This is an optimization exercise on Yosys and OpenROAD, whose aim is small area, a short achievable clock period and few clock cycles per item, not a production implementation. Power and IR drop assume default switching activity.

==> harbor: inputs <==
Design hdrs_enc, start of the top module:
module hdrs_enc (
    input  wire        clk,
    input  wire        rst,
    input  wire        cmd_valid,
    output wire        cmd_ready,
    input  wire        cmd_op,         
    input  wire        cmd_crc_init,   
    input  wire [4:0]  cmd_nsym,
    input  wire [2:0]  cmd_t4,
    input  wire [6:0]  cmd_t8,
    input  wire        sym_valid,
    output wire        sym_ready,
    input  wire [31:0] sym_data,
    output wire        out_valid,
    input  wire        out_ready,
    output wire [7:0]  out_data,
    output wire        done,
    output wire        done_err,
    output wire [4:0]  done_count,
    output wire [6:0]  done_bytes,
    output wire [31:0] done_crc
);
    localparam OP_REF = 1'b0;
    localparam OP_ENC = 1'b1;
    localparam EP_CRC = 2'd0;    
    localparam EP_BM  = 2'd1;    
    localparam EP_FLD = 2'd2;    
    localparam C_T4  = 2'd0;
    localparam C_T8  = 2'd1;
    localparam C_T32 = 2'd2;
    localparam C_UNC = 2'd3;
    function [31:0] crc_update;
        input [31:0] st;
        input [7:0]  b;
        integer k;
        reg [31:0] c;
        begin
            c = st ^ {24'd0, b};
            for (k = 0; k < 8; k = k + 1)
                c = c[0] ? ((c >> 1) ^ 32'hEDB88320) : (c >> 1);
            crc_update = c;
        end
    endfunction
    reg        p_v, p_op, p_ci;
    reg [4:0]  p_n;
    reg [2:0]  p_t4;
    reg [6:0]  p_t8;
    reg [31:0] s0, s1;
    reg        s_one, s_two;      
    reg        l_v, l_op, l_ci, l_err;
    reg [4:0]  l_n, l_s, l_cnt;
    reg [2:0]  l_t4;
    reg [6:0]  l_t8;
    reg [15:0] l_bm;
    reg [41:0] ring [0:15];
    reg        e_v, e_op, e_err, e_lk;
    reg [1:0]  e_ph;
    reg [4:0]  e_n, e_i, e_cnt;
    reg [15:0] e_bm;
    reg [9:0]  e_bits;
    reg [47:0] acc;
    reg [5:0]  acnt;
    reg        ov;
    reg [31:0] crc;
    reg        d_v, d_err, d_fire;
    reg [4:0]  d_cnt;
    reg [6:0]  d_bytes;
    reg [2:0]  d_left;
    wire [41:0] head  = ring[0];
    wire [31:0] hv    = head[31:0];
    wire [7:0]  hd    = head[39:32];
  ...
clock: 9.0 ns
lec_check: 0
abc_clock_period_in_ps: 5000
cap_margin: 20
core_margin: 2
core_utilization: 40
place_density: 0.6
setup_slack_margin: 4
slew_margin: 20
tns_end_percent: 20
run.sh (not shown) runs the stock make flow with config.mk's settings and CLKGATE_MAP_FILE= SYNTH_SCRIPT=/design/flow/synth_recipe.tcl, a recipe that flattens the netlist after the stock synthesis.
==> inputs of zinc, as changes to harbor <==
--- a/flow/design.v
+++ b/flow/design.v
@@ -40,56 +40,44 @@
                 c = c[0] ? ((c >> 1) ^ 32'hEDB88320) : (c >> 1);
             crc_update = c;
         end
     endfunction
     reg        p_v, p_op, p_ci;
     reg [4:0]  p_n;
     reg [2:0]  p_t4;
     reg [6:0]  p_t8;
-    reg [31:0] s0, s1;
-    reg        s_one, s_two;      
     reg        l_v, l_op, l_ci, l_err;
     reg [4:0]  l_n, l_s, l_cnt;
     reg [2:0]  l_t4;
     reg [6:0]  l_t8;
     reg [15:0] l_bm;
     reg [41:0] ring [0:15];
     reg        e_v, e_op, e_err, e_lk;
     reg [1:0]  e_ph;
     reg [4:0]  e_n, e_i, e_cnt;
     reg [15:0] e_bm;
     reg [9:0]  e_bits;
     reg [47:0] acc;
     reg [5:0]  acnt;
-    reg        ov;
     reg [31:0] crc;
-    reg        d_v, d_err, d_fire;
+    reg        d_v, d_err;
     reg [4:0]  d_cnt;
     reg [6:0]  d_bytes;
     reg [2:0]  d_left;
     wire [41:0] head  = ring[0];
     wire [31:0] hv    = head[31:0];
     wire [7:0]  hd    = head[39:32];
     wire [1:0]  hcode = head[41:40];
-    wire [8:0]  dl8   = {1'b0, s0[7:0]} - {1'b0, hv[7:0]};
-    wire [7:0]  d8    = dl8[7:0];
-    wire        b8    = dl8[8];
-    wire [24:0] s_hi  = {s0[31], s0[31:8]};
-    wire [24:0] v_hi  = {hv[31], hv[31:8]};
-    wire        hi_eq = (s_hi == v_hi);
-    wire        hi_p1 = (s_hi == v_hi + 25'd1);
-    wire        hi_m1 = (s_hi == v_hi - 25'd1);
-    wire        dh_0  = b8 ? hi_p1 : hi_eq;     
-    wire        dh_m1 = b8 ? hi_eq : hi_m1;     
-    wire        fit8  = d8[7] ? dh_m1 : dh_0;   
-    wire signed [8:0] d8s = {d8[7], d8};
-    wire l_t0  = fit8 && (d8s >= -$signed({6'd0, l_t4})) && (d8s <= $signed({6'd0, l_t4}));
-    wire l_t1  = fit8 && (d8s >= -$signed({2'd0, l_t8})) && (d8s <= $signed({2'd0, l_t8}));
-    wire l_chg = (s0 != hv);
+    wire signed [32:0] ld = $signed({sym_data[31], sym_data}) - $signed({hv[31], hv});
+    wire signed [32:0] t4p = $signed({30'd0, l_t4});
+    wire signed [32:0] t8p = $signed({26'd0, l_t8});
+    wire l_t0  = (ld >= -t4p) && (ld <= t4p);
+    wire l_t1  = (ld >= -t8p) && (ld <= t8p);
+    wire l_chg = (sym_data != hv);
     wire [1:0] l_code = !l_chg ? C_UNC : l_t0 ? C_T4 : l_t1 ? C_T8 : C_T32;
     reg [33:0] fld;
     reg [5:0]  fw;
     always @(*) begin
         fld = 34'd0;
         fw  = 6'd0;
         if (e_ph == EP_BM) begin
             fld = {e_bm, 18'd0};
@@ -102,101 +90,82 @@
                 C_T4:  begin fld = {2'b00, hd[3:0], 28'd0}; fw = 6'd6;  end
                 C_T8:  begin fld = {2'b01, hd, 24'd0};      fw = 6'd10; end
                 C_T32: begin fld = {2'b10, hv};             fw = 6'd34; end
                 default: begin fld = 34'd0;                 fw = 6'd0;  end
             endcase
         end
     end
     wire       room     = ({1'b0, acnt} + {1'b0, fw}) <= 7'd48;
-    wire       d_free   = !d_v || d_fire;
+    wire       d_free   = !d_v || (d_left == 3'd0);
     wire       e_last   = (e_i == e_n - 5'd1);
     wire       e_fld    = e_v && !e_err && (e_ph == EP_FLD);
     wire       e_can    = room && (!e_last || d_free);
     wire       l_go     = l_v && !l_err;
     wire       cand     = e_fld && (e_i == 5'd0) && l_go && (l_s == 5'd0) && (l_n >= e_n);
     wire       tog      = e_fld && (e_lk || cand);
-    wire   l_step   = s_one && l_go && (tog ? e_can : !e_v);
-    wire   e_fstep  = e_fld && e_can && (tog ? s_one : 1'b1);
+    assign sym_ready = l_go && (tog ? e_can : !e_v);
+    wire   l_step   = sym_ready && sym_valid;
+    wire   e_fstep  = e_fld && e_can && (tog ? sym_valid : 1'b1);
     wire   e_bstep  = e_v && !e_err && (e_ph == EP_BM) && room;
     wire   e_app    = e_fstep || e_bstep;
     wire   e_done   = e_fstep && e_last;
     wire   e_edone  = e_v && e_err && d_free;
+    wire   e_free   = !e_v || e_done || e_edone;
     wire   l_last   = (l_s == l_n - 5'd1);
     wire   l_done   = l_v && (l_err ? !e_v : (l_step && l_last));
     wire   shift    = l_step || e_fstep;
-    assign out_valid = ov;
+    assign out_valid = (acnt >= 6'd8);
     assign out_data  = acc[47:40];
-    wire   out_fire  = ov && out_ready;
+    wire   out_fire  = out_valid && out_ready;
     wire [47:0] acc_a  = e_app ? (acc | ({fld, 14'd0} >> acnt)) : acc;
     wire [5:0]  cnt_s  = acnt + (e_app ? fw : 6'd0);
     wire [5:0]  cnt_a  = e_done ? ((cnt_s + 6'd7) & 6'b111000) : cnt_s;
     wire [5:0]  cnt_n  = out_fire ? cnt_a - 6'd8 : cnt_a;
     wire [9:0]  bits_n = e_bits + {4'd0, fw};
     wire [9:0]  bits_r = bits_n + 10'd7;
     assign cmd_ready = !p_v;
     wire cmd_fire = cmd_valid && !p_v;
     wire p_take   = p_v && (!l_v || l_done);
-    assign sym_ready = !s_two;
-    wire sym_fire = sym_valid && !s_two;
-    assign done       = d_fire;
+    assign done       = d_v && (d_left == 3'd0);
     assign done_err   = d_err;
     assign done_count = d_cnt;
     assign done_bytes = d_bytes;
     assign done_crc   = ~crc;
     integer i;
     wire [4:0]  ins_n = (l_go && (tog || !e_v)) ? l_n : e_n;
     wire [3:0]  ins   = ins_n[3:0] - 4'd1;
-    wire [41:0] tail  = l_step ? {l_code, d8, s0} : head;
+    wire [41:0] tail  = l_step ? {l_code, ld[7:0], sym_data} : head;
     always @(posedge clk) begin
         if (shift) begin
             for (i = 0; i < 15; i = i + 1)
                 ring[i] <= (ins == i) ? tail : ring[i + 1];
             ring[15] <= tail;
         end
     end
     always @(posedge clk) begin
-        if (sym_fire && (!s_one || l_step))
-            s0 <= sym_data;
-        else if (l_step)
-            s0 <= s1;
-        if (sym_fire)
-            s1 <= sym_data;
-    end
-    always @(posedge clk) begin
         if (rst) begin
             p_v    <= 1'b0;
-            s_one  <= 1'b0;
-            s_two  <= 1'b0;
             l_v    <= 1'b0;
             e_v    <= 1'b0;
             e_lk   <= 1'b0;
             d_v    <= 1'b0;
-            d_fire <= 1'b0;
             acc    <= 48'd0;
             acnt   <= 6'd0;
-            ov     <= 1'b0;
             crc    <= 32'hFFFFFFFF;
         end else begin
             if (cmd_fire) begin
                 p_v  <= 1'b1;
                 p_op <= cmd_op;
                 p_ci <= cmd_crc_init;
                 p_n  <= cmd_nsym;
                 p_t4 <= cmd_t4;
                 p_t8 <= cmd_t8;
             end else if (p_take) begin
                 p_v <= 1'b0;
-            end
-            if (sym_fire && !l_step) begin
-                s_one <= 1'b1;
-                s_two <= s_one;
-            end else if (l_step && !sym_fire) begin
-                s_one <= s_two;
-                s_two <= 1'b0;
             end
             if (l_step) begin
                 l_s <= l_s + 5'd1;
                 if (l_op == OP_ENC) begin
                     l_bm[~l_s[3:0]] <= l_chg;
                     if (l_chg)
                         l_cnt <= l_cnt + 5'd1;
                 end
@@ -241,28 +210,24 @@
                 e_cnt  <= (l_op == OP_ENC) ? l_cnt + {4'd0, l_step && l_chg} : 5'd0;
                 e_bm   <= l_bm;
                 if (l_step && l_op == OP_ENC)
                     e_bm[~l_s[3:0]] <= l_chg;
                 e_ph   <= l_ci ? EP_CRC : (l_op == OP_ENC) ? EP_BM : EP_FLD;
             end
             acc  <= out_fire ? {acc_a[39:0], 8'd0} : acc_a;
             acnt <= cnt_n;
-            ov   <= (cnt_n >= 6'd8);
             if (out_fire)
                 crc <= crc_update(crc, acc[47:40]);
             if (e_done || e_edone) begin
                 d_v     <= 1'b1;
                 d_err   <= e_err;
                 d_cnt   <= e_err ? 5'd0 : e_cnt;
                 d_bytes <= e_err ? 7'd0 : bits_r[9:3];
                 d_left  <= e_err ? 3'd0 : cnt_n[5:3];
-                d_fire  <= e_err || (cnt_n[5:3] == 3'd0);
-            end else if (d_fire) begin
-                d_v    <= 1'b0;
-                d_fire <= 1'b0;
+            end else if (done) begin
+                d_v <= 1'b0;
             end else if (out_fire && d_v) begin
                 d_left <= d_left - 3'd1;
-                d_fire <= (d_left == 3'd1);
             end
         end
     end
 endmodule
Settings changed: TNS_END_PERCENT 20 to not set.
==> comparison table <==
| metric | zinc | harbor |
|---|---|---|
| Hpwl dp | 77,800 um | 78,800 um |
| Fraction of the cycle the final worst path needs | 0.668 | 0.660 |
| Complex-gate fraction of the synthesized area | 0.163 | 0.137 |
| Via count of the first global-routing pass | 30,500 | 31,200 |
| Clock share of power | 0.340 | 0.393 |
| Buffer count excluding the clock tree in the final layout | 256 | 228 |
| Amount of wire on met3 after detailed routing | 7860 um | 5840 um |
| Worst R2R Start | ring[0][0]$_DFFE_PP_ | ring[0][41]$_DFFE_PP_ |
| IR drop worst, VDD | 0.201 mV | 0.140 mV |
| Area of the multi-input gates | 18,700 sq um | 17,800 sq um |
| Met2 usage in global routing | 0.327 | 0.316 |
| Cell count after placement | 5,629 | 5,718 |
| Proportion of total power due to net switching | 0.292 | 0.257 |
| Type of the setup path with the least slack | in2reg | reg2reg |
| Number of inverters outside the clock class in the layout | 168 | 157 |
| Fraction of synthesized cell area in xor and xnor cells | 0.0293 | 0.0339 |
| Power Clock | 3770 uW | 4190 uW |
| Result of the run | complete, no violations | complete, no violations |
No run of this note included a check of the RTL's function; only the layout flow was run.

-- port drivers added, routing unchanged --
The results above use ideal ports. As a check the final layouts listed here were re-extracted and re-timed, cells and wires unchanged. Step 1: set_driving_cell puts a clkbuf_16 on clk and a buf_2 on each other input, an assumption about the parent block. Step 2, shift: input delay + t, output delay - t, t = (earliest + latest rising clock arrival at the registers) / 2. This alone moves slack from input paths to output paths. a / b / c = ideal / step 1 / step 2; a / b = the first two.
run	t, ns	setup WS [ns]	worst data-port slew with drivers (ns)	pins driven straight from the clock port
harbor	0.759	3.059 / 3.059 / 3.059	0.06	1
zinc	0.746	2.987 / 2.994 / 2.247	0.16	1
After both steps setup and hold are still met in every run listed. For zinc, which loses most, drivers alone change the setup slack by +0.007 ns; drivers and shift together by -0.740 ns.
